Context: an optimization exercise on an open-source flow, tuned for small area, a short achievable clock period and few clock cycles per item. The choices shown serve that exercise and are no tape-out recipe.
The RTL was checked by simulation tests, not by an equivalence proof against the original design.
Power is estimated from default activity; no workload was simulated.

==> flow/design.v <==
module fwi_arith (
    input  wire         clk,
    input  wire         rst,       
    input  wire         start,
    input  wire [2:0]   op,
    input  wire [247:0] a,
    input  wire [247:0] b,
    output wire         ready,
    output reg          done,
    output reg  [247:0] result,
    output reg          eq,
    output reg          lt
);
    localparam W = 248;
    localparam S_FIRST = 2'd0;
    localparam S_MSTEP = 2'd1;
    localparam S_ALIGN = 2'd2;
    localparam S_DSTEP = 2'd3;
    reg           busy;
    reg  [1:0]    st;
    reg           o_as, o_mul, o_div, o_cmp;    
    reg           cin;       
    reg  [W:0]    X;         
    reg  [W+7:0]  Y;         
    reg  [7:0]    cnt;       
    assign ready = ~busy;
    wire [31:0]   nzx, nzy;
    genvar gi;
    generate
        for (gi = 0; gi < 32; gi = gi + 1) begin : g_nz
            if (gi < 31) begin : g_x
                assign nzx[gi] = |X[8*gi+7:8*gi];
            end else begin : g_x31
                assign nzx[gi] = 1'b0;
            end
            assign nzy[gi] = |Y[8*gi+7:8*gi];
        end
    endgenerate
    reg  [31:0]   sfx;    
    integer       k;
    always @* begin
        sfx[31] = nzx[31];
        for (k = 30; k >= 0; k = k - 1)
            sfx[k] = sfx[k+1] | nzx[k];
    end
    wire          y_fits  = ~|(nzy & ~sfx);
    wire          y_fits4 = ~|(nzy[27:0] & ~sfx[31:4]) & ~|nzy[31:28];
    wire          d_lo = ~|Y[W+7:W];
    wire          mstep = (st == S_MSTEP);
    reg           s_one, s_two, s_inv;
    wire [W:0]    pp  = (({(W+1){s_one}} & Y[W:0]) | ({(W+1){s_two}} & {Y[W-1:0], 1'b0}))
                        ^ {(W+1){s_inv}};
    wire [W:0]    ap  = X ^ pp;
    wire [W:0]    ag  = X & pp;
    wire          aci = s_inv;
    reg  [255:0]  G, P;
    integer       i, l;
    always @* begin
        G = 256'd0;
        P = 256'd0;
        G[W:0] = ag;
        P[W:0] = ap;
        G[0] = ag[0] | (ap[0] & aci);
        for (l = 1; l < 256; l = l * 2)
            for (i = 0; i < 256; i = i + 1)
                if (((i / l) % 2) == 1) begin
                    G[i] = G[i] | (P[i] & G[(i / l) * l - 1]);
                    P[i] = P[i] & P[(i / l) * l - 1];
                end
    end
    wire [W:0]    sum  = ap ^ {G[W-1:0], aci};
    wire          neg  = sum[W];                  
    wire          x_eq = &ap[W-1:0];              
    wire          b_zero = ~|Y[W-1:0];
    wire          mul_next = ~rst & busy &
                             (((st == S_FIRST) & o_mul) | (mstep & |result[W-1:1]));
    wire [1:0]    nr  = (st == S_FIRST) ? (y_fits ? Y[1:0] : X[1:0]) : result[3:2];
    wire          ncp = (st == S_FIRST) ? 1'b0 : result[1];
    wire          cin_next = rst ? cin :
                             ~busy ? (start ? ((op != 3'd0) & (op != 3'd2)) : cin) :
                             ((st == S_DSTEP) & d_lo) ? ~neg : cin;
    always @(posedge clk) begin
        if (mul_next) begin
            s_one <= nr[0] ^ ncp;
            s_two <= (nr[1] & ~nr[0] & ~ncp) | (~nr[1] & nr[0] & ncp);
            s_inv <= nr[1];
        end else begin
            s_one <= 1'b1;
            s_two <= 1'b0;
            s_inv <= cin_next;
        end
    end
    always @(posedge clk) begin
        if (rst) begin
            busy <= 1'b0;
            done <= 1'b0;
        end else begin
            done <= 1'b0;
            if (!busy) begin
                if (start) begin
                    busy  <= 1'b1;
                    st    <= S_FIRST;
                    o_as  <= (op == 3'd0) | (op == 3'd1);
                    o_mul <= (op == 3'd2);
                    o_div <= (op == 3'd3);
                    o_cmp <= (op != 3'd0) & (op != 3'd1) & (op != 3'd2) & (op != 3'd3);
                    cin   <= (op != 3'd0) & (op != 3'd2);
                    X     <= {1'b0, a};
                    Y     <= {8'h00, b};
                end
            end else begin
                case (st)
                    S_FIRST: begin
                        if (o_as) begin
                            result <= sum[W-1:0];
                            busy   <= 1'b0;
                            done   <= 1'b1;
                        end else if (o_cmp) begin
                            eq   <= x_eq;
                            lt   <= neg;
                            busy <= 1'b0;
                            done <= 1'b1;
                        end else if (o_mul) begin
                            if (y_fits) begin
                                result <= Y[W-1:0];
                                Y      <= {8'h00, X[W-1:0]};
                            end else begin
                                result <= X[W-1:0];
                            end
                            X     <= {(W+1){1'b0}};
                            st    <= S_MSTEP;
                        end else begin  
                            result <= {W{1'b0}};
                            Y      <= {Y[W-1:0], 8'h00};
                            cnt    <= 8'd8;
                            st     <= S_ALIGN;
                            if (b_zero | neg) begin
                                busy <= 1'b0;
                                done <= 1'b1;
                            end
                        end
                    end
                    S_MSTEP: begin
                        Y     <= {Y[W+5:0], 2'd0};
                        if (~|result[W-1:1]) begin
                            result <= sum[W-1:0];
                            busy   <= 1'b0;
                            done   <= 1'b1;
                        end else begin
                            result <= {2'd0, result[W-1:2]};
                            X      <= {1'b0, sum[W-1:0]};
                        end
                    end
                    S_ALIGN: begin
                        if (y_fits4) begin
                            Y   <= {Y[W-25:0], 32'd0};
                            cnt <= cnt + 8'd32;
                        end else if (y_fits) begin
                            Y   <= {Y[W-1:0], 8'd0};
                            cnt <= cnt + 8'd8;
                        end else begin
                            Y   <= {1'b0, Y[W+7:1]};
                            cnt <= cnt - 8'd1;
                            st  <= S_DSTEP;
                        end
                    end
                    default: begin  
                        if (d_lo) begin
                            X   <= sum;
                            cin <= ~neg;
                        end
                        result <= {result[W-2:0], d_lo & ~neg};
                        Y      <= {1'b0, Y[W+7:1]};
                        cnt    <= cnt - 8'd1;
                        if (cnt == 8'd0) begin
                            busy <= 1'b0;
                            done <= 1'b1;
                        end
                    end
                endcase
            end
        end
    end
endmodule
==> flow/run.sh <==
#!/bin/bash
# synth_recipe.tcl (not shown) runs the flow's synth.tcl, then flattens the netlist and writes it again
# the make line also repeats each setting of config.mk as NAME=value (left out here)
make -C /OpenROAD-flow-scripts/flow DESIGN_CONFIG=/design/flow/config.mk WORK_HOME=/design/flow/orfs CLKGATE_MAP_FILE= SYNTH_SCRIPT=/design/flow/synth_recipe.tcl finish
==> flow/config.mk <==
export PLATFORM = sky130hd
export DESIGN_NAME = fwi_arith
export DESIGN_NICKNAME = fwi_arith
export VERILOG_FILES = /design/flow/design.v
export SDC_FILE = /design/flow/constraint.sdc
export NUM_CORES = 4
export LEC_CHECK = 0
export CAP_MARGIN = 20
export CORE_MARGIN = 2
export CORE_UTILIZATION = 25
export PLACE_DENSITY = 0.35
export SETUP_SLACK_MARGIN = 5
export SLEW_MARGIN = 20
==> flow/constraint.sdc <==
create_clock -name core_clock -period 10.0 [get_ports {clk}]
set_input_delay 2.0000 -clock core_clock [delete_from_list [all_inputs] [get_ports {clk}]]
set_output_delay 2.0000 -clock core_clock [all_outputs]
set_load 0.01 [all_outputs]
==> impl_metrics.ini, run 1 <==
[placed_design]
dpl_cell_area_um2 = 81020
hpwl_um = 311200
place_ws_ps = 3035
io_buffers = 753
place.gp.congestion = 0.9012

[floorplanning]
die-width_um = 533.9
die-area_um2 = 285100
fp.coreArea_um2 = 279400
die_h_um = 533.9
io_pins = 754
initial_utilization_pct = 25.13
num_rows = 194

[synth]
yosysSeqAreaShare_pct = 33.04
async_flop_share_pct = 0
synth_top_family_by_area = compound AO/OA/AOI/OAI gates
yosys.area_share.adder_pct = 4.720
synth_seq_cells = 774
synth-compound-area-share_pct = 31.05
syn_inst = 8088
synth_edf_count = 769
yosys_warnings = 1
synth_top_flop_cell = edfxtp_1
syn_avg_cell_area_um2 = 8.680
synth.area.mux_share_pct = 6.905
synth_xor_area_share_pct = 5.664
yosys.area_share.simple_pct = 12.79
ys_types = 93
synth_nets = 8850
syn-cell-area_um2 = 70200

[setup_path]
cp_max_fo = 158
cpMostUsedCell = o21ai_0
cp.arrival_ps = 5740
endpoint_kind = register
worst-setup-path-type = register to register
crit_path_start_kind = register
crit_path_cell_trace = nor4_2, nand2_1, a31oi_1, o21ai_0, a31o_2, a211oi_1, o211a_2, nor2_4, buf_12, buf_16, o21ai_0, o22a_1, o2bb2ai_1
cp_slowest_stage_delay_ps = 660
crit_required_ps = 10540
crit_slowest_cell = edfxtp_1

[global_route]
grt-ovfl-total = 0
grt_pass1_wl_um = 635500
grt_max_degree = 181
antenna_found_initial = 31
grt_pass1_vias = 72040
grtUsageTotal_pct = 31.54

[sta]
postLayoutSetupSlackWorst_ps = 4795
slew_headroom_pct = 14.75
worst_slew_pin_slew_ps = 1279
slew_viol_final = 0
finalHoldViolCount = 0
period_share_pct = 52.05
layout_min_cycle_time_ps = 5205
clock_skew_ps = 44.84
setup_viol = 0
rsz0062_at_grt = yes
tns_ps = 0
max_freq_mhz = 192.1

[power_and_ir_drop]
power_mw = 36.70
p_leak_nw = 32.22
vdd_drop_max_mv = 0.1666
pwr_density_cell_nw_per_um2 = 404.6

[cts]
cts_buffers = 113
cts.htree.levels = 3
cts_sinks = 774
clk_latency_ps = 810
cts.path.max_buffers = 3
cts_tree = yes
root_buffer = clkbuf_16
clkTransAtPathRegs_ps = 60

[routing]
drt_iter0_markers = 9956
ant_nets = 0
wl_per_cell_um = 38.32
viasPerCell = 6.174
firstDrtPassIters = 6
drc = 0
wirelength_um = 475300
vias = 76570

[cells_and_area]
area.growth.synth_to_final_pct = 29.22
drive_gt1_share_pct = 13.47
layout_common_cells = edfxtp_1 (769), clkdlybuf4s50_1 (753), nor2_1 (661)
final_common_cell = edfxtp_1
finalInstanceArea_um2 = 90720
nNetsFinal = 9326

[status]
status = complete, no violations

[flow_run]
maxCapViolations = 0

[hold_path]
hold_path.class = register to register
==> path summary, 6_finish.rpt <==
kind / from / endpoint / slack (ps) / cells after the start
max: Y[187] / Y[138] / 4800 / 13
min: cnt[0] / cnt[0] / 610 / 1
max reg2reg: Y[187] / Y[138] / 4800 / 13
min reg2reg: cnt[0] / cnt[0] / 610 / 1
==> timing repair <==
item | 4_1_cts | 5_1_grt
hold buffers | 0 | 0
pin swaps | 79 | 116
setup buffers | 189 | 76
gates cloned | 26 | 5
endpoints found under the setup margin | 1082 | 656
resized for setup | 279 | 274
==> power by group <==
part | switching [mW] | total, mW | internal (mW)
clock | 1.87 | 4.34 | 2.47
combinational | 15.3 | 25.2 | 9.88
sequential | 1.99 | 7.18 | 5.18
==> metrics by stage <==
stage	util (%)	std cells	hold WS (ps)
after global placement	28.99	11870	587.0
after detailed placement	29.00	11880	597.8
after CTS	31.70	12300	608.6
after floorplan	-	8088	484.6
after global routing	32.46	12390	633.3
final	32.47	12400	608.7
==> critical path: cells and delay by family (launching register included) <==
family / cells / cell delay (ps)
AO/OA/AOI/OAI: 8 / 2400
buffers and inverters: 2 / 370
flip-flops: 1 / 660
AND/OR/NAND/NOR: 3 / 1150
==> synthesized netlist by cell type, types with 20 or more instances <==
cell type	instances	area, um^2
o21a_1	77	578.1
mux2i_1	362	3623
or3_1	24	150.1
inv_1	124	465.5
and3_1	53	331.6
nor2_1	679	2549
a21oi_1	504	2522
buf_4	27	202.7
a22o_1	22	192.7
a211oi_1	57	427.9
o22ai_1	244	1526
buf_1	71	266.5
o221ai_1	109	954.7
or4_1	41	307.8
edfxtp_1	769	23090
mux2_2	78	878.3
nor3_1	77	385.4
o21ai_0	686	3433
buf_2	51	255.2
xnor2_1	374	3276
a222oi_1	84	840.8
nand4_1	62	387.9
nand2_1	616	2312
o31ai_1	71	533.0
a21o_1	65	488.0
clkbuf_1	758	2845
nor4_1	175	1095
o22a_1	224	1962
nand2b_1	22	137.6
o21bai_1	31	232.7
nand3_1	86	430.4
mux2_1	20	225.2
a221o_1	23	230.2
ha_1	252	3153
o211ai_1	30	225.2
xor2_1	80	700.7
a31oi_1	29	181.4
and2_1	27	168.9
a221oi_1	40	350.3
nor2b_1	21	131.4
o2bb2ai_1	377	3302
or2_2	22	137.6
a22oi_1	265	1989
o41ai_1	20	175.2
==> state kept, by name, indices dropped and copies added, names as in the netlist, 2 cells and up <==
register	count
result	248
st	2
cnt	8
Y	256
X	249
==> cells by family (layout without fill, tap and decap cells) <==
logic type / Yosys count / after routing
xor gates and xnor gates: 454 / 454
adders and majority gates: 260 / 260
and+or+nand+nor: 1956 / 1956
DFF: 774 / 774
other: 0 / 15
muxes: 468 / 468
buffers and inverters: 1038 / 1612
AOI/OAI and AO/OA: 3138 / 3139
==> routing by layer <==
metal / part of all wire, % / vias to the layer above / GRT usage [%]
met5: 0.0078 / - / 0
met4: 5.1 / 6 / 14.25
met3: 8.0 / 734 / 5.263
met2: 43 / 4328 / 47.97
met1: 43 / 39220 / 43.51
li1: - / 32280 / -
==> area by class of cell <==
type / count / area [um^2]
inverter: 126 / 495.5
antenna: 15 / 37.54
timing repair buffer: 1272 / 13140
fill: 28830 / 188700
clock buffer: 140 / 3035
clock inverter: 74 / 704.4
sequential: 774 / 23210
tap: 3724 / 4659
multi-input combinational: 6277 / 45440
Testbench counts, summed over its fixed seeds: cycles 36,575, items 1,920.
==> run 2: changes to the inputs <==
--- a/flow/config.mk
+++ b/flow/config.mk
@@ -9,4 +9,4 @@
 export CORE_MARGIN = 2
-export CORE_UTILIZATION = 25
-export PLACE_DENSITY = 0.35
+export CORE_UTILIZATION = 50
+export PLACE_DENSITY = 0.65
 export SETUP_SLACK_MARGIN = 5
==> run 2 against run 1 <==
  * Synthesized area did not move
  * Register-to-register slack improved by 140 ps
  * Global-route usage rose by 19 points
  * Die area fell by 50%
  * Sequential cell count did not move
  * Sequential share of layout area rose by 1.7 points
  * Clock skew fell by 7.8 ps
  * First-iteration DRC count rose by 47%
  * Clock power fell by 16%
  * Sequential power rose by 3.1%
  * Power fell by 9.2%
  * Critical path depth did not move
  * Critical path type unchanged
  * Largest power group unchanged
  * Highest routed layer unchanged
==> impl_metrics.ini, run 2 <==
[status]
status = complete, no violations

[global_route]
grt_pass1_wl_um = 529500
grtUsageTotal_pct = 50.57
antenna_found_initial = 26
use_met3_pct = 21.07
grt_busiest_layer = met2
grt_pass1_vias = 71760
grt-ovfl-total = 0
grt_max_degree = 199
use_met2_pct = 70.20
gr-usage-met1_pct = 63.41

[sta]
finalHoldViolCount = 0
period_share_pct = 50.67
slew_headroom_pct = 17.00
clock_skew_ps = 37.07
max_freq_mhz = 197.4
slew_viol_final = 0
worst_slew_pin_slew_ps = 1245
layout_min_cycle_time_ps = 5067
rsz0062_at_grt = yes
tns_ps = 0
setup_viol = 0

[synth]
synth_top_area_share_pct = 32.89
synth_common_cells = edfxtp_1 (769), clkbuf_1 (758), o21ai_0 (686)
ys_types = 93
yosysTopAreaCell = edfxtp_1
synth-compound-area-share_pct = 31.05
yosys_warnings = 1
synth.most_common_cell = edfxtp_1
synth_xor_area_share_pct = 5.664
synth_nets = 8850
yosys.area_share.simple_pct = 12.79
yosysSeqAreaShare_pct = 33.04
syn_inst = 8088
yosys-top-cells-area = edfxtp_1 (33%), mux2i_1 (5.2%), o21ai_0 (4.9%)
synth_edf_count = 769
syn_avg_cell_area_um2 = 8.680
synth.area.mux_share_pct = 6.905
yosys.area_share.adder_pct = 4.720
async_flop_share_pct = 0
synth_seq_cells = 774
syn-cell-area_um2 = 70200
synth_top_family_by_area = compound AO/OA/AOI/OAI gates
synth_top_flop_cell = edfxtp_1

[setup_path]
cpMostUsedCell = o21ai_0
cp.arrival_ps = 5520
endpoint_kind = register
worst-setup-path-type = register to register
crit_path_start_kind = register
crit_required_ps = 10450
cp_top_family = compound AO/OA/AOI/OAI gates
cp.buffers_inverters = 2
cp_slowest_stage_delay_ps = 720
cp_max_fo = 99
crit_path_cell_trace = nor4_1, nand2_1, a31oi_1, o21ai_0, a31o_2, a211oi_1, o211a_1, nor2_4, buf_4, buf_16, o21a_1, o221ai_1, o21ai_0
crit_slowest_cell = nor4_1

[routing]
drt_iter0_markers = 14680
wirelength_um = 387600
drc = 0
vias = 79830
wl_per_cell_um = 37.36
viasPerCell = 7.695
ant_nets = 0
firstDrtPassIters = 10

[cells_and_area]
layout_common_cells = edfxtp_1 (769), clkdlybuf4s50_1 (753), o21ai_0 (674)
final_common_cell = edfxtp_1
seq_area_um2 = 23210
regMostFlops = Y
drive_gt1_share_pct = 9.978
n_fill_cell = 12130
area.growth.synth_to_final_pct = 21.18
nNetsFinal = 9169
top_regs = Y: 256 flops, X: 249 flops, result: 248 flops
largest_reg_flops = 256
multi_input_area_um2 = 44280

[cts]
cts.path.max_buffers = 3
cts_tree = yes
clk_latency_ps = 760
cts_sinks = 774
clkTransAtPathRegs_ps = 60
cts.htree.levels = 3
cts_buffers = 98
root_buffer = clkbuf_16

[power_and_ir_drop]
p_int_mw = 15.97
switching_share_pct = 52.08
power_mw = 33.32
switchingPower_mw = 17.35
share_comb_of_total_power_pct = 66.8
p_clk_share_pct = 11.0
p_leak_nw = 30.68
pwr_density_cell_nw_per_um2 = 391.7
vdd_drop_max_mv = 0.2609
seqPwrFrac_pct = 22.2

[floorplanning]
die-width_um = 378.7
die-area_um2 = 143400
num_rows = 137
io_pins = 754
fp.coreArea_um2 = 139400
die_h_um = 378.7
initial_utilization_pct = 50.37

[placed_design]
place.gp.congestion = 1.017
io_buffers = 753
hpwl_um = 243000

[flow_run]
maxCapViolations = 0

[hold_path]
hold_path.class = register to register
-- run 2: per-layer routing --
| layer | part of all wire [%] | vias up |
|---|---|---|
| met2 | 40 | 7867 |
| met4 | 8.8 | 32 |
| li1 | - | 31960 |
| met3 | 17 | 1856 |
| met1 | 34 | 38110 |
| met5 | 0.056 | - |
-- run 2: power groups by stage --
stage	clock [mW]	combinational [mW]	sequential, mW
global route	3.71	23.4	7.33
finish	3.66	22.3	7.40
floorplan	0	14.6	5.84
global placement	0	19.2	7.41
detailed placement	0	19.4	7.40
CTS	3.60	20.2	7.25
-- run 2: worst paths after layout --
check,from,endpoint,slack (ps),depth (start not counted)
worst max-delay path,Y[189],Y[9],4930,13
worst min-delay path,cnt[0],cnt[0],590,1
worst max register to register,Y[189],Y[9],4930,13
worst min register to register,cnt[0],cnt[0],590,1
-- run 2: cell type report --
type                    instances  area share (%)
clock buffers                 125           3.076
flip-flops and latches        774           27.28
well taps                    1876           2.759
repair buffers               1130           13.69
inverters                     126          0.5825
multi-input cells            6277           52.05
clock inverters                47          0.5074
diodes                         20         0.05883
-- run 2: kinds of logic after synthesis --
| group | count (synthesis) |
|---|---|
| mux | 468 |
| flops | 774 |
| xor+xnor | 454 |
| buf+inv | 1038 |
| fa+ha+maj | 260 |
| compound gates | 3138 |
| simple gates | 1956 |
-- run 2: timing repair --
action / in CTS / in global routing
resized for setup: 141 / 148
gates cloned: 15 / 13
pin swaps: 9 / 79
endpoints found under the setup margin: 845 / 722
hold buffers: 0 / 0
buffers inserted: 62 / 131
-- run 2: worst register-to-register path, stage by stage (launching register included) --
cell	delay, ps
edfxtp_1	690
nor4_1	720
nand2_1	420
a31oi_1	240
o21ai_0	130
a31o_2	310
a211oi_1	270
o211a_1	510
nor2_4	140
buf_4	210
buf_16	180
o21a_1	510
o221ai_1	300
o21ai_0	140
-- run 2: stage by stage --
step | util, % | area [um^2] | hold slack, ps | setup slack [ps] | instances
3_3_place_gp | 56.04 | 78090 | 570.0 | 3275 | 9960
5_1_grt | 61.00 | 85020 | 609.8 | 4876 | 10360
4_1_cts | 59.45 | 82850 | 588.7 | 4898 | 10210
2_1_floorplan | - | 70290 | 484.6 | 2201 | 8088
3_5_place_dp | 56.05 | 78100 | 581.0 | 3254 | 9960
6_report | 61.04 | 85070 | 588.5 | 4933 | 10380
==> run 3: changes to the inputs <==
--- a/flow/design.v
+++ b/flow/design.v
@@ -45,4 +45,17 @@
     end
-    wire          y_fits  = ~|(nzy & ~sfx);
-    wire          y_fits4 = ~|(nzy[27:0] & ~sfx[31:4]) & ~|nzy[31:28];
+    reg           fits_r, fits4_r;
+    wire [31:0]   nzy_nx = ((st == S_ALIGN) & fits4_r) ? {nzy[27:0], 4'd0}
+                                                       : {nzy[30:0], 1'd0};
+    wire          fits_nx  = ~|(nzy_nx & ~sfx);
+    wire          fits4_nx = ~|(nzy_nx[27:0] & ~sfx[31:4]) & ~|nzy_nx[31:28];
+    wire [30:0]   nza, nzb;
+    wire [30:0]   fit_in;
+    generate
+        for (gi = 0; gi < 31; gi = gi + 1) begin : g_in
+            assign nza[gi] = |a[8*gi+7:8*gi];
+            assign nzb[gi] = |b[8*gi+7:8*gi];
+            assign fit_in[gi] = ~nzb[gi] | (|nza[30:gi]);
+        end
+    endgenerate
+    wire          fits_in = &fit_in;
     wire          d_lo = ~|Y[W+7:W];
@@ -76,3 +89,3 @@
                              (((st == S_FIRST) & o_mul) | (mstep & |result[W-1:1]));
-    wire [1:0]    nr  = (st == S_FIRST) ? (y_fits ? Y[1:0] : X[1:0]) : result[3:2];
+    wire [1:0]    nr  = (st == S_FIRST) ? (fits_r ? Y[1:0] : X[1:0]) : result[3:2];
     wire          ncp = (st == S_FIRST) ? 1'b0 : result[1];
@@ -109,2 +122,4 @@
                     Y     <= {8'h00, b};
+                    fits_r  <= fits_in;
+                    fits4_r <= 1'b0;
                 end
@@ -123,3 +138,3 @@
                         end else if (o_mul) begin
-                            if (y_fits) begin
+                            if (fits_r) begin
                                 result <= Y[W-1:0];
@@ -132,4 +147,6 @@
                         end else begin  
-                            result <= {W{1'b0}};
-                            Y      <= {Y[W-1:0], 8'h00};
+                            result  <= {W{1'b0}};
+                            Y       <= {Y[W-1:0], 8'h00};
+                            fits_r  <= fits_nx;
+                            fits4_r <= fits4_nx;
                             cnt    <= 8'd8;
@@ -154,6 +171,8 @@
                     S_ALIGN: begin
-                        if (y_fits4) begin
+                        fits_r  <= fits_nx;
+                        fits4_r <= fits4_nx;
+                        if (fits4_r) begin
                             Y   <= {Y[W-25:0], 32'd0};
                             cnt <= cnt + 8'd32;
-                        end else if (y_fits) begin
+                        end else if (fits_r) begin
                             Y   <= {Y[W-1:0], 8'd0};
==> run 3 against run 2 <==
  * Worst setup slack lost 83 ps
  * Highest routed layer unchanged
  * Maximum frequency down 1.6%
  * Sequential cell count up 2
  * Global-route usage decreased by 0.80 points
==> impl_metrics.ini, run 3 <==
[status]
status = complete, no violations

[routing]
firstDrtPassIters = 8
ant_nets = 0
wl_per_cell_um = 36.86
viasPerCell = 7.609
wirelength_um = 351200
drt_iter0_markers = 14400
vias = 72510
drc = 0

[synth]
synth_edf_count = 771
yosysSeqAreaShare_pct = 35.69
syn_avg_cell_area_um2 = 8.781
synth_common_cells = nand2_1 (950), edfxtp_1 (771), clkbuf_1 (604)
yosys_warnings = 1
synth_top_area_share_pct = 35.54
yosys-top-cells-area = edfxtp_1 (36%), a22oi_1 (5.5%), nand2_1 (5.5%)
syn_inst = 7419
synth.most_common_cell = nand2_1
yosysTopAreaCell = edfxtp_1
synth_top_flop_cell = edfxtp_1
synth_nets = 8181
synth_seq_cells = 776
async_flop_share_pct = 0
ys_types = 97
syn-cell-area_um2 = 65140

[flow_run]
maxCapViolations = 0

[global_route]
grt-ovfl-total = 0
grtUsageTotal_pct = 49.77
grt_max_degree = 197
grt_pass1_vias = 66710
grt_pass1_wl_um = 484800
antenna_found_initial = 22

[cts]
clkTransAtPathRegs_ps = 60
clk_latency_ps = 780
cts_hold_buf = 0
cts.path.max_buffers = 3
root_buffer = clkbuf_16
cts_sinks = 776
cts.htree.levels = 3
cts_buffers = 97
cts_tree = yes

[cells_and_area]
area.growth.synth_to_final_pct = 19.60
final_util_pct = 60.17
top_regs = Y: 256 flops, X: 249 flops, result: 248 flops
layout_common_cells = nand2_1 (943), edfxtp_1 (771), clkdlybuf4s50_1 (753)
final_common_cell = nand2_1
largest_reg_flops = 256
n_fill_cell = 11340
nNetsFinal = 8453
regMostFlops = Y
drive_gt1_share_pct = 8.029

[setup_path]
cp_max_fo = 36
endpoint_kind = register
crit_path_start_kind = register
cp_top_family = simple AND/OR/NAND/NOR gates
cp_slowest_stage_delay_ps = 760
worstSetupStartpoint = result[151]
reg2reg_depth = 12
reg2reg_slack_ps = 4850
reg2reg_to = result[152]
worst-setup-path-type = register to register
crit_slowest_cell = nor4_1
cp.arrival_ps = 5770
r2r-start = result[151]
crit_required_ps = 10620
cp.buffers_inverters = 3
crit_path_cell_trace = nor4_1, nand4_1, nor4_1, nand4_1, buf_4, nor2_1, inv_1, nand2_8, buf_6, nor2_1, o21ai_0, o21a_1

[sta]
rsz0062_at_grt = yes
max_freq_mhz = 194.2
holdWs_ps = 593.7
layout_min_cycle_time_ps = 5150
slew_headroom_pct = 7.902
tns_ps = 0
setup_viol = 0
slew_viol_final = 0
finalHoldViolCount = 0
worst_slew_pin_slew_ps = 1381
period_share_pct = 51.50
clock_skew_ps = 37.96

[floorplanning]
die-area_um2 = 133200
fp.coreArea_um2 = 129500
num_rows = 132
initial_utilization_pct = 50.31
die-width_um = 365.0
io_pins = 754
die_h_um = 365.0

[placed_design]
io_buffers = 753
place.gp.congestion = 1.028
hpwl_um = 232800

[power_and_ir_drop]
share_comb_of_total_power_pct = 50.4
vdd_drop_max_mv = 0.1628
p_clk_share_pct = 21.0
p_int_mw = 9.862
p_leak_nw = 27.37
switching_share_pct = 44.83
switchingPower_mw = 8.014
seqPwrFrac_pct = 28.5
pwr_density_cell_nw_per_um2 = 229.4

[hold_path]
min_path_cells = 1
hold_path.class = register to register
min_to = cnt[0]
min_from = cnt[0]
run 3: cell families (layout without fill, tap and decap cells):
kind of cell	count (synthesis)	in the layout	synth area share, %
multiplexers	266	266	4.341
AND/OR/NAND/NOR	2202	2203	15.46
other	0	16	0
flip-flops	776	776	35.69
XOR/XNOR	483	483	6.494
AO/OA/AOI/OAI	2556	2556	27.69
buffers and inverters	876	1228	5.236
adder cells (fa/ha/maj)	260	260	5.086
run 3: power by group through the flow:
stage | Sequential (mW) | Clock, mW | Combinational (mW)
floorplan | 4.55 | 0 | 6.09
global placement | 5.09 | 0 | 8.19
detailed placement | 5.09 | 0 | 8.28
CTS | 5.02 | 3.69 | 8.45
global route | 5.08 | 3.81 | 9.51
finish | 5.10 | 3.76 | 9.01
run 3: per-stage QoR:
step           area (um^2)  instances  worst slack (ps)  total power, mW
6_report             77910       9530              4850            17.88
4_1_cts              77020       9480              4996            17.16
3_3_place_gp         73170       9279              3774            13.28
2_1_floorplan        65210       7419              2769            10.63
5_1_grt              77880       9515              4840            18.40
3_5_place_dp         73170       9279              3772            13.37
run 3: layout make-up:
| class | instances | area [um^2] | area share [%] |
|---|---|---|---|
| antenna | 16 | 40.04 | 0.05139 |
| clock buffer | 117 | 2545 | 3.266 |
| clock inverter | 63 | 648.1 | 0.8318 |
| inverter | 138 | 538.0 | 0.6905 |
| multi-input combinational | 5768 | 39300 | 50.44 |
| sequential | 776 | 23270 | 29.86 |
| tap | 1742 | 2180 | 2.797 |
| timing repair buffer | 910 | 9393 | 12.06 |
run 3: routing by layer:
metal | global-route usage (%) | routed length, um
met1 | 62.45 | 120500
met2 | 70.97 | 143300
met3 | 18.02 | 57000
met4 | 34.46 | 30190
met5 | 0 | 161
run 3: worst max-delay path by stage:
stage	depth (start not counted)	to	slack, ps
finish	12	result[152]	4850
global route	17	X[229]	4840
floorplan	3	Y[0]	2770
global placement	13	fits_r	3770
CTS	19	result[229]	5000
detailed placement	13	fits_r	3770
run 3: what timing repair did:
item,4_1_cts,5_1_grt
setup endpoints to repair,848,376
pin swaps,7,19
gates cloned,6,6
setup buffers,15,25
gates resized for setup,56,83
Testbench counts of run 3, summed over its fixed seeds: cycles 36,575, items 1,920.
==> run 4: changes to the inputs <==
--- a/flow/design.v
+++ b/flow/design.v
@@ -87,4 +87,7 @@
     wire          b_zero = ~|Y[W-1:0];
+    reg           mlast;
+    wire          mlast_nx = (st == S_FIRST) ? (fits_r ? ~|Y[W-1:1] : ~|X[W-1:1])
+                                             : ~|result[W-1:3];
     wire          mul_next = ~rst & busy &
-                             (((st == S_FIRST) & o_mul) | (mstep & |result[W-1:1]));
+                             (((st == S_FIRST) & o_mul) | (mstep & ~mlast));
     wire [1:0]    nr  = (st == S_FIRST) ? (fits_r ? Y[1:0] : X[1:0]) : result[3:2];
@@ -145,2 +148,3 @@
                             X     <= {(W+1){1'b0}};
+                            mlast <= mlast_nx;
                             st    <= S_MSTEP;
@@ -161,3 +165,4 @@
                         Y     <= {Y[W+5:0], 2'd0};
-                        if (~|result[W-1:1]) begin
+                        mlast <= mlast_nx;
+                        if (mlast) begin
                             result <= sum[W-1:0];
==> run 4 against run 3 <==
  * Sequential share of layout area shrank 0.75 points
  * Still clean on timing, DRC and antenna
  * Maximum frequency rose by 0.55%
  * Critical path type unchanged
  * Worst hold slack worse by 5.7 ps
  * Largest power group unchanged
  * Cell count rose by 2.4%
  * Largest cell class unchanged
==> impl_metrics.ini, run 4 <==
[status]
status = complete, no violations

[placed_design]
place.gp.congestion = 1.019
place_ws_ps = 2841
hpwl_um = 234500
io_buffers = 753

[routing]
wirelength_um = 354100
met1_length_um = 122000
drt_iter0_markers = 14470
viasPerCell = 7.550
wl_per_cell_um = 36.30
firstDrtPassIters = 10
routed.top_layer = met5
ant_nets = 0
vias = 73650
wl_met2_um = 141000
wl_met3_um = 60390
drc = 0

[sta]
postLayoutSetupSlackWorst_ps = 4879
clock_skew_ps = 36.20
period_share_pct = 51.21
layout_min_cycle_time_ps = 5122
worst_slew_pin_slew_ps = 1320
finalHoldViolCount = 0
max_freq_mhz = 195.3
tns_ps = 0
rsz0062_at_grt = yes
setup_viol = 0
slew_headroom_pct = 12.00
slew_viol_final = 0

[floorplanning]
die-area_um2 = 133700
initial_utilization_pct = 50.43
die_h_um = 365.6
num_rows = 132
fp.coreArea_um2 = 129600
die-width_um = 365.6
io_pins = 754

[global_route]
grt-ovfl-total = 0
grt_pass1_wl_um = 487600
grtUsageTotal_pct = 50.06
grt_pass1_vias = 67410
grt_max_degree = 221
antenna_found_initial = 20

[synth]
synth.most_common_cell = nand2_1
synth_seq_cells = 777
yosysTopAreaCell = edfxtp_1
syn-cell-area_um2 = 65390
ys_types = 89
yosys_warnings = 1
yosysSeqAreaShare_pct = 35.61
syn_avg_cell_area_um2 = 8.707
synth_nets = 8272
synth_top_area_share_pct = 35.45
syn_inst = 7510
yosys-top-cells-area = edfxtp_1 (35%), a22oi_1 (6.8%), xnor2_1 (5.2%)
synth_top_flop_cell = edfxtp_1
synth_edf_count = 772
async_flop_share_pct = 0
synth_common_cells = nand2_1 (904), edfxtp_1 (772), clkbuf_1 (601)

[power_and_ir_drop]
vdd_drop_max_mv = 0.1487
pwr_density_cell_nw_per_um2 = 196.4
p_leak_nw = 28.41

[setup_path]
endpoint_kind = register
cp_slowest_stage_delay_ps = 770
worst-setup-path-type = register to register
crit_required_ps = 10470
crit_path_start_kind = register
cp.arrival_ps = 5590
reg2reg_slack_ps = 4880
cp_max_fo = 8
crit_slowest_cell = edfxtp_1
crit_path_cell_trace = a22oi_1, xnor2_1, ha_1, a21o_1, a221o_1, a21oi_2, o221ai_2, o311ai_2, o311a_1, or3b_4, a211oi_4, buf_6, buf_4, o21bai_4, a31oi_4, xnor2_1, a22oi_1, a221o_1

[cts]
cts_buffers = 95
cts_sinks = 777
cts_hold_buf = 0
clkTransAtPathRegs_ps = 70
root_buffer = clkbuf_16
cts.htree.levels = 3
cts_tree = yes
clk_latency_ps = 740
cts.path.max_buffers = 3

[cells_and_area]
n_fill_cell = 11110
nNetsFinal = 8680
multi_input_area_um2 = 40010
area.growth.synth_to_final_pct = 22.37
seq_area_um2 = 23300
top_regs = Y: 256 flops, X: 249 flops, result: 248 flops
drive_gt1_share_pct = 10.03
layout_common_cells = nand2_1 (894), edfxtp_1 (772), clkdlybuf4s50_1 (740)
final_common_cell = nand2_1
largest_reg_flops = 256
regMostFlops = Y

[flow_run]
maxCapViolations = 0

[hold_path]
hold_path.class = register to register
-- run 4: cell types whose count changed after synthesis, moves of 46 or more --
cell / delta
o21ai_0: -60
nor2_1: +66
nor3_1: +56
clkbuf_2: -62
a22oi_1: +112
nand2_1: -46
nand3_1: +48
buf_2: +71
-- run 4: metrics by stage --
stage                     cells  cell area, um^2  utilization [%]  hold WS, ps  power, mW
final                      9755            80010            61.71        588.0      15.72
after CTS                  9628            78000            60.17        589.0      14.84
after floorplan            7510            65440                -        555.7      8.932
after global placement     9388            73540            56.72        570.7      11.03
after global routing       9741            79980            61.69        611.8      16.14
after detailed placement   9388            73540            56.72        586.7      11.10
-- run 4: layer usage --
| metal | vias to the layer above | global-route usage (%) |
|---|---|---|
| li1 | 29810 | - |
| met1 | 35190 | 62.76 |
| met2 | 7075 | 69.79 |
| met3 | 1550 | 20.24 |
| met4 | 28 | 34.66 |
| met5 | - | 0.6173 |
-- run 4: cell families after synthesis --
group           count (synthesis)  synth area share, %
compound gates               2528                27.31
simple gates                 2297                16.10
buf+inv                       917                5.440
flops                         777                35.61
xor+xnor                      469                6.294
mux                           262                4.187
fa+ha+maj                     260                5.067
-- run 4: critical path, delay by kind of cell, from the launching register on --
| kind | cells | cell delay (ps) |
|---|---|---|
| adder cells (fa/ha/maj) | 1 | 330 |
| AO/OA/AOI/OAI | 12 | 2690 |
| XOR/XNOR | 2 | 340 |
| buffers and inverters | 2 | 300 |
| flip-flops | 1 | 770 |
| AND/OR/NAND/NOR | 1 | 440 |
-- run 4: cell type report --
type                       instances  area share, %
sequential                       777          29.12
clock buffer                     125          3.245
inverter                         173         0.8225
timing repair buffer            1055          13.50
antenna                           17        0.05317
clock inverter                    50         0.5332
tap                             1742          2.724
multi-input combinational       5816          50.00
-- run 4: power by group --
group          leakage [nW]  total (mW)  internal [mW]  switching [mW]
Combinational          19.7        7.38           2.99            4.39
Clock                  1.47        3.61           2.00            1.61
Sequential             7.23        4.73           4.09           0.647
Total                  28.4        15.7           9.07            6.64
-- run 4: worst paths after layout --
path | from | to | depth (start not counted)
worst min register to register | cnt[0] | cnt[0] | 1
worst min-delay path | cnt[0] | cnt[0] | 1
worst max register to register | Y[185] | result[226] | 18
worst max-delay path | Y[185] | result[226] | 18
-- run 4: what timing repair did --
item | CTS | global route
pin swaps | 40 | 129
endpoints found under the setup margin | 390 | 328
buffers inserted | 52 | 104
gates cloned | 13 | 6
hold endpoints to repair | 0 | 0
resized for setup | 147 | 230
Testbench counts of run 4, summed over its fixed seeds: cycles 36,575, items 1,920.
==> run 5: changes to the inputs <==
--- a/flow/design.v
+++ b/flow/design.v
@@ -87,9 +87,12 @@
     wire          b_zero = ~|Y[W-1:0];
-    reg           mlast;
-    wire          mlast_nx = (st == S_FIRST) ? (fits_r ? ~|Y[W-1:1] : ~|X[W-1:1])
-                                             : ~|result[W-1:3];
     wire          mul_next = ~rst & busy &
-                             (((st == S_FIRST) & o_mul) | (mstep & ~mlast));
+                             (((st == S_FIRST) & o_mul) | (mstep & |result[W-1:1]));
     wire [1:0]    nr  = (st == S_FIRST) ? (fits_r ? Y[1:0] : X[1:0]) : result[3:2];
     wire          ncp = (st == S_FIRST) ? 1'b0 : result[1];
+    wire          d_lo_nx = ~|Y[W+7:W+1];
+    wire          pass_next = (~busy & start & (op == 3'd3)) |
+                              (busy & (st == S_FIRST) & o_div) |
+                              (busy & (st == S_ALIGN) & fits_r) |
+                              (busy & (((st == S_ALIGN) & ~fits_r) |
+                                       ((st == S_DSTEP) & (cnt != 8'd0))) & ~d_lo_nx);
     wire          cin_next = rst ? cin :
@@ -102,2 +105,6 @@
             s_inv <= nr[1];
+        end else if (pass_next) begin
+            s_one <= 1'b0;
+            s_two <= 1'b0;
+            s_inv <= 1'b0;
         end else begin
@@ -107,2 +114,22 @@
         end
+    end
+    always @(posedge clk) begin
+        if (!busy)
+            X <= {1'b0, a};
+        else if ((st == S_FIRST) & o_mul)
+            X <= {(W+1){1'b0}};
+        else
+            X <= sum;
+    end
+    always @(posedge clk) begin
+        if (busy & (st == S_FIRST) & o_mul)
+            result <= fits_r ? Y[W-1:0] : X[W-1:0];
+        else if (busy & (st == S_FIRST) & o_div)
+            result <= {W{1'b0}};
+        else if (busy & mstep & |result[W-1:1])
+            result <= {2'd0, result[W-1:2]};
+        else if (busy & ((st == S_ALIGN) | (st == S_DSTEP)))
+            result <= {result[W-2:0], (st == S_DSTEP) & d_lo & ~neg};
+        else
+            result <= sum[W-1:0];
     end
@@ -123,3 +150,2 @@
                     cin   <= (op != 3'd0) & (op != 3'd2);
-                    X     <= {1'b0, a};
                     Y     <= {8'h00, b};
@@ -132,3 +158,2 @@
                         if (o_as) begin
-                            result <= sum[W-1:0];
                             busy   <= 1'b0;
@@ -141,13 +166,5 @@
                         end else if (o_mul) begin
-                            if (fits_r) begin
-                                result <= Y[W-1:0];
-                                Y      <= {8'h00, X[W-1:0]};
-                            end else begin
-                                result <= X[W-1:0];
-                            end
-                            X     <= {(W+1){1'b0}};
-                            mlast <= mlast_nx;
+                            if (fits_r) Y <= {8'h00, X[W-1:0]};
                             st    <= S_MSTEP;
                         end else begin  
-                            result  <= {W{1'b0}};
                             Y       <= {Y[W-1:0], 8'h00};
@@ -157,3 +174,3 @@
                             st     <= S_ALIGN;
-                            if (b_zero | neg) begin
+                            if (b_zero | ~fits_r) begin
                                 busy <= 1'b0;
@@ -165,10 +182,5 @@
                         Y     <= {Y[W+5:0], 2'd0};
-                        mlast <= mlast_nx;
-                        if (mlast) begin
-                            result <= sum[W-1:0];
+                        if (~|result[W-1:1]) begin
                             busy   <= 1'b0;
                             done   <= 1'b1;
-                        end else begin
-                            result <= {2'd0, result[W-1:2]};
-                            X      <= {1'b0, sum[W-1:0]};
                         end
@@ -191,7 +203,3 @@
                     default: begin  
-                        if (d_lo) begin
-                            X   <= sum;
-                            cin <= ~neg;
-                        end
-                        result <= {result[W-2:0], d_lo & ~neg};
+                        if (d_lo) cin <= ~neg;
                         Y      <= {1'b0, Y[W+7:1]};
==> run 5 against run 4 <==
  * Sequential cell count stayed put
  * Sequential share of layout area is 3.9 points lower
  * Worst hold slack worse by 24 ps
  * Largest cell class unchanged
  * Sequential power is 36% higher
  * Die area is 9.0% lower
  * Still clean
  * Combinational power is 63% higher
  * Via count is 6.2% lower
  * Clock power is 2% higher
  * Worst setup slack worse by 120 ps
  * Core utilization is 0.20 points lower
==> impl_metrics.ini, run 5 <==
[cts]
cts_tree = yes
cts_buffers = 93
cts_sinks = 777
clk_latency_ps = 750
cts.path.max_buffers = 3
cts.htree.levels = 3
root_buffer = clkbuf_16
clkTransAtPathRegs_ps = 60

[synth]
synth_common_cells = nand2_1 (596), clkbuf_1 (591), a21oi_1 (502), dfxtp_1 (502), xnor2_1 (393)
synth_seq_cells = 777
syn_avg_cell_area_um2 = 8.486
yosysSeqAreaShare_pct = 30.81
synth_top_flop_cell = dfxtp_1
yosysTopAreaCell = dfxtp_1
synth_top_area_share_pct = 16.91
syn-cell-area_um2 = 59430
async_flop_share_pct = 0
synth_edf_count = 275
synth.most_common_cell = nand2_1
syn_inst = 7003
yosys_warnings = 1
yosys-top-cells-area = dfxtp_1 (17%), edfxtp_1 (14%), xnor2_1 (5.8%)
synth_nets = 7766
ys_types = 87

[power_and_ir_drop]
switching_share_pct = 46.90
p_clk_share_pct = 16.7
seqPwrFrac_pct = 29.1
power_mw = 22.06
pwr_density_cell_nw_per_um2 = 304.1
p_int_mw = 11.71
share_comb_of_total_power_pct = 54.2
vdd_drop_max_mv = 0.1904
p_leak_nw = 27.85
switchingPower_mw = 10.34

[floorplanning]
die-area_um2 = 121600
die-width_um = 348.8
fp.coreArea_um2 = 117900
num_rows = 126
die_h_um = 348.8
io_pins = 754
initial_utilization_pct = 50.39

[status]
status = complete, no violations

[setup_path]
crit_path_start_kind = register
endpoint_kind = register
r2r-start = result[205]
crit_required_ps = 10590
worst-setup-path-type = register to register
worstSetupStartpoint = result[205]
cp.arrival_ps = 5840
cp_max_fo = 80

[cells_and_area]
final_util_pct = 61.51
layout_common_cells = clkdlybuf4s50_1 (745), nand2_1 (589), dfxtp_1 (498)
finalInstanceArea_um2 = 72540
top_regs = Y: 256 flops, X: 249 flops, result: 248 flops
drive_gt1_share_pct = 7.846
area.growth.synth_to_final_pct = 22.06
largest_reg_flops = 256
final_common_cell = clkdlybuf4s50_1
regMostFlops = Y
nNetsFinal = 8101

[sta]
rsz0062_at_grt = yes
slew_headroom_pct = 11.17
tns_ps = 0
period_share_pct = 52.46
setup_viol = 0
max_freq_mhz = 190.6
clock_skew_ps = 40.31
finalHoldViolCount = 0
worst_slew_pin_slew_ps = 1320
slew_viol_final = 0
layout_min_cycle_time_ps = 5246

[placed_design]
place.gp.congestion = 1.051
hpwl_um = 225500
io_buffers = 753
dpl_cell_area_um2 = 67460

[global_route]
grtUsageTotal_pct = 51.19
grt_pass1_wl_um = 459700
grt_max_degree = 170
antenna_found_initial = 17
grt-ovfl-total = 0
grt_pass1_vias = 63950

[routing]
ant_nets = 0
firstDrtPassIters = 14
drc = 0
wirelength_um = 332100
wl_per_cell_um = 37.03
drt_iter0_markers = 13830
viasPerCell = 7.707
vias = 69110

[hold_path]
hold_path.class = register to register
min_from = result[241]

[flow_run]
maxCapViolations = 0
run 5: kinds of logic after synthesis:
logic type	after synthesis	synth area share, %
simple gates	1853	15.71
xor+xnor	470	6.927
mux	272	4.687
buf+inv	825	5.217
compound gates	2545	31.05
flops	777	30.81
fa+ha+maj	261	5.596
run 5: critical path: stages, from the launching register on:
cell     delay [ps]
dfxtp_1         380
nor4_4          650
nand4_1         720
nor4_4          580
buf_4           220
nand4_1         140
and2_1          240
nand2_4         480
buf_4           860
o21ai_0         220
o32ai_1         280
o22ai_1         120
run 5: power by group through the flow:
stage	logic (mW)	registers, mW	clock network [mW]
after floorplan	7.14	5.43	0
after global placement	10.8	6.32	0
after detailed placement	10.9	6.30	0
after CTS	11.3	6.21	3.64
after global routing	12.7	6.37	3.75
final	12.0	6.41	3.69
run 5: what timing repair did:
action	CTS	global route
endpoints found under the setup margin	373	204
setup buffers	29	36
pin swaps	20	29
hold buffers	0	0
cloned	4	8
resized for setup	94	85
run 5: worst paths after layout:
| kind | to | depth (start not counted) | slack [ps] |
|---|---|---|---|
| worst max-delay path | result[245] | 11 | 4750 |
| worst min-delay path | result[242] | 2 | 560 |
| worst max register to register | result[245] | 11 | 4750 |
| worst min register to register | result[242] | 2 | 560 |
run 5: through the flow:
stage	hold slack, ps	std cells	worst slack, ps
global route	602.7	8958	4952
global placement	537.3	8701	2793
floorplan	523.4	7003	2950
detailed placement	551.5	8701	2812
CTS	561.9	8909	4997
finish	563.7	8967	4754
run 5: area by class of cell:
class,count,area [um^2]
repair buffers,947,9702
clock inverters,34,342.8
multi-input cells,5401,38920
clock buffers,141,2848
inverters,118,450.4
fillers,10440,45380
well taps,1536,1922
diodes,13,32.53
flip-flops and latches,777,18320
run 5: per-layer routing:
metal	vias to the layer above	part of all wire, %	GRT usage [%]
li1	28190	-	-
met1	32690	34	60.98
met2	6576	40	72.82
met3	1646	15	19.00
met4	14	10	43.07
met5	-	0.028	0
Testbench counts of run 5, summed over its fixed seeds: cycles 36,665, items 1,920.
==> run 6: changes to the inputs <==
--- a/flow/config.mk
+++ b/flow/config.mk
@@ -9,4 +9,4 @@
 export CORE_MARGIN = 2
-export CORE_UTILIZATION = 50
-export PLACE_DENSITY = 0.65
+export CORE_UTILIZATION = 57
+export PLACE_DENSITY = 0.72
 export SETUP_SLACK_MARGIN = 5
==> run 6 against run 5 <==
  * Still clean on timing, DRC and antenna
  * Synthesized cell count stayed put
  * Combinational power hardly changed
  * Cell count is 1.4% lower
  * Clock skew is 12 ps lower
  * Non-clock buffer count is 21 higher
  * Core utilization is 8.3 points higher
  * Critical endpoint is now fits_r
==> impl_metrics.ini, run 6 <==
[synth]
synth_nets = 7766
synth_common_cells = nand2_1 (596), clkbuf_1 (591), a21oi_1 (502), dfxtp_1 (502), xnor2_1 (393)
syn-cell-area_um2 = 59430
synth.most_common_cell = nand2_1
yosys_warnings = 1
yosysTopAreaCell = dfxtp_1
ys_types = 87
async_flop_share_pct = 0
synth_edf_count = 275
synth_seq_cells = 777
yosys-top-cells-area = dfxtp_1 (17%), edfxtp_1 (14%), xnor2_1 (5.8%)
syn_inst = 7003
syn_avg_cell_area_um2 = 8.486
synth_top_area_share_pct = 16.91
synth_top_flop_cell = dfxtp_1
yosysSeqAreaShare_pct = 30.81

[setup_path]
worst-setup-path-type = input pin to register
reg2reg_depth = 10
cp.buffers_inverters = 1
crit_path_cell_trace = clkdlybuf4s50_1, nor4_1, nand3_1, nor4_4, o21ai_1, nand4_1, a211o_1, o21a_1, o32ai_4
cp_slowest_stage_delay_ps = 810
critical_path_depth = 9
crit_path_start_kind = input pin
crit_slowest_cell = nor4_1
cp_top_family = simple AND/OR/NAND/NOR gates
cp_max_fo = 2
crit_required_ps = 10420
endpoint_kind = register
cp.arrival_ps = 5650

[sta]
tns_ps = 0
worst_slew_pin_slew_ps = 1257
clock_skew_ps = 27.94
postLayoutSetupSlackWorst_ps = 4764
slew_viol_final = 0
setup_viol = 0
rsz0062_at_grt = yes
slew_headroom_pct = 16.22
holdWs_ps = 550.5
period_share_pct = 52.36
layout_min_cycle_time_ps = 5236
finalHoldViolCount = 0
max_freq_mhz = 191.0

[cells_and_area]
regMostFlops = Y
area.growth.synth_to_final_pct = 21.53
drive_gt1_share_pct = 8.125
finalInstanceArea_um2 = 72220
layout_common_cells = clkdlybuf4s50_1 (750), nand2_1 (588), dfxtp_1 (498)
top_regs = Y: 256 flops, X: 249 flops, result: 248 flops
largest_reg_flops = 256
nNetsFinal = 8120
final_common_cell = clkdlybuf4s50_1

[routing]
firstDrtPassIters = 17
wirelength_um = 323000
drt_iter0_markers = 16670
ant_nets = 0
drc = 0
viasPerCell = 8.074
vias = 71390
wl_per_cell_um = 36.53

[power_and_ir_drop]
vdd_drop_max_mv = 0.2025
pwr_density_cell_nw_per_um2 = 302.2
p_leak_nw = 27.76

[floorplanning]
die_h_um = 326.9
die-area_um2 = 106900
io_pins = 754
die-width_um = 326.9
fp.coreArea_um2 = 103500
initial_utilization_pct = 57.42
num_rows = 118

[flow_run]
maxCapViolations = 0

[global_route]
grtUsageTotal_pct = 56.73
antenna_found_initial = 25
grt_pass1_vias = 65070
grt-ovfl-total = 0
grt_max_degree = 177
grt_pass1_wl_um = 452500

[placed_design]
dpl_cell_area_um2 = 67210
hpwl_um = 217600
place.gp.congestion = 1.061
place_ws_ps = 2551
io_buffers = 753

[cts]
cts.path.max_buffers = 3
cts_sinks = 777
clkTransAtPathRegs_ps = 60
cts_tree = yes
clk_latency_ps = 730
root_buffer = clkbuf_16
cts.htree.levels = 3
cts_buffers = 91

[status]
status = complete, no violations

[hold_path]
min_path_cells = 2
hold_path.class = register to register
## run 6: area by class of cell
type	instances	area, um^2
multi-input cells	5401	38930
fillers	8187	31280
flip-flops and latches	777	18320
repair buffers	968	9721
clock buffers	132	2625
well taps	1380	1727
inverters	118	450.4
clock inverters	38	372.9
diodes	28	70.07
## run 6: report_power, final
part / leakage [nW] / switching [mW] / internal (mW)
Clock: 1.46 / 1.55 / 1.96
Combinational: 19.4 / 6.69 / 5.28
Sequential: 6.86 / 1.98 / 4.36
## run 6: worst min-delay path, stage by stage, from the launching register on
cell and delay [ps]:
dfxtp_1 350, nand2_1 70, o211ai_1 70
## run 6: metrics by stage
step	utilization [%]	std cells	power (mW)
floorplan	-	7003	12.57
global placement	64.89	8540	16.82
detailed placement	64.94	8542	16.99
CTS	68.73	8750	20.69
global route	69.72	8816	22.44
finish	69.78	8842	21.82
## run 6: final timing paths
path | endpoint | slack (ps) | from
hold reg to reg | result[247] | 550 | result[246]
setup reg to reg | fits_r | 4900 | X[199]
hold / removal | result[247] | 550 | result[246]
setup / recovery | fits_r | 4760 | a[143]
## run 6: per-layer routing
layer / share of wire (%) / track usage [%] / wire length, um
met1: 32 / 66.00 / 103000
met2: 39 / 78.86 / 125200
met3: 18 / 26.47 / 58680
met4: 11 / 47.03 / 35630
met5: 0.12 / 1.375 / 400
## run 6: repair_timing
item,4_1_cts,5_1_grt
setup buffers,33,59
hold buffers,0,0
pin swaps,14,42
setup endpoints to repair,439,221
cloned,5,3
resized for setup,84,98
## run 6: kinds of logic after synthesis
| group | Yosys count | share of synthesized area (%) |
|---|---|---|
| buffers and inverters | 825 | 5.217 |
| xor gates and xnor gates | 470 | 6.927 |
| adders and majority gates | 261 | 5.596 |
| DFF | 777 | 30.81 |
| AOI/OAI and AO/OA | 2545 | 31.05 |
| muxes | 272 | 4.687 |
| and+or+nand+nor | 1853 | 15.71 |

## port drivers added, routing unchanged
How much do the figures lean on ideal ports? The routed layouts below were timed once more, with nothing changed but the port constraints. Step 1, drivers: a clkbuf_16 drives clk and a buf_2 each remaining input, both assumed. Step 2, shift: input delay + t, output delay - t, t = (earliest + latest rising clock arrival at the registers) / 2. This alone moves slack from input paths to output paths. a / b / c = no drivers / after step 1 / after step 2; a / b = the first two.
| run | t (ns) | slack for setup (ns) | hold slack, ns |
|---|---|---|---|
| run 1 | 0.878 | 4.795 / 4.795 / 4.646 | 0.609 / 0.609 / 0.609 |
| run 2 | 0.828 | 4.933 / 4.933 / 4.610 | 0.588 / 0.588 / 0.588 |
| run 3 | 0.850 | 4.850 / 4.850 / 4.201 | 0.594 / 0.594 / 0.594 |
| run 4 | 0.812 | 4.879 / 4.879 / 4.163 | 0.588 / 0.588 / 0.588 |
| run 5 | 0.821 | 4.754 / 4.754 / 4.188 | 0.564 / 0.564 / 0.564 |
| run 6 | 0.805 | 4.764 / 4.821 / 4.016 | 0.550 / 0.550 / 0.550 |
After both steps every run listed still meets setup and hold. For run 6, which loses most, drivers alone change the setup slack by +0.057 ns; drivers and shift together by -0.748 ns.
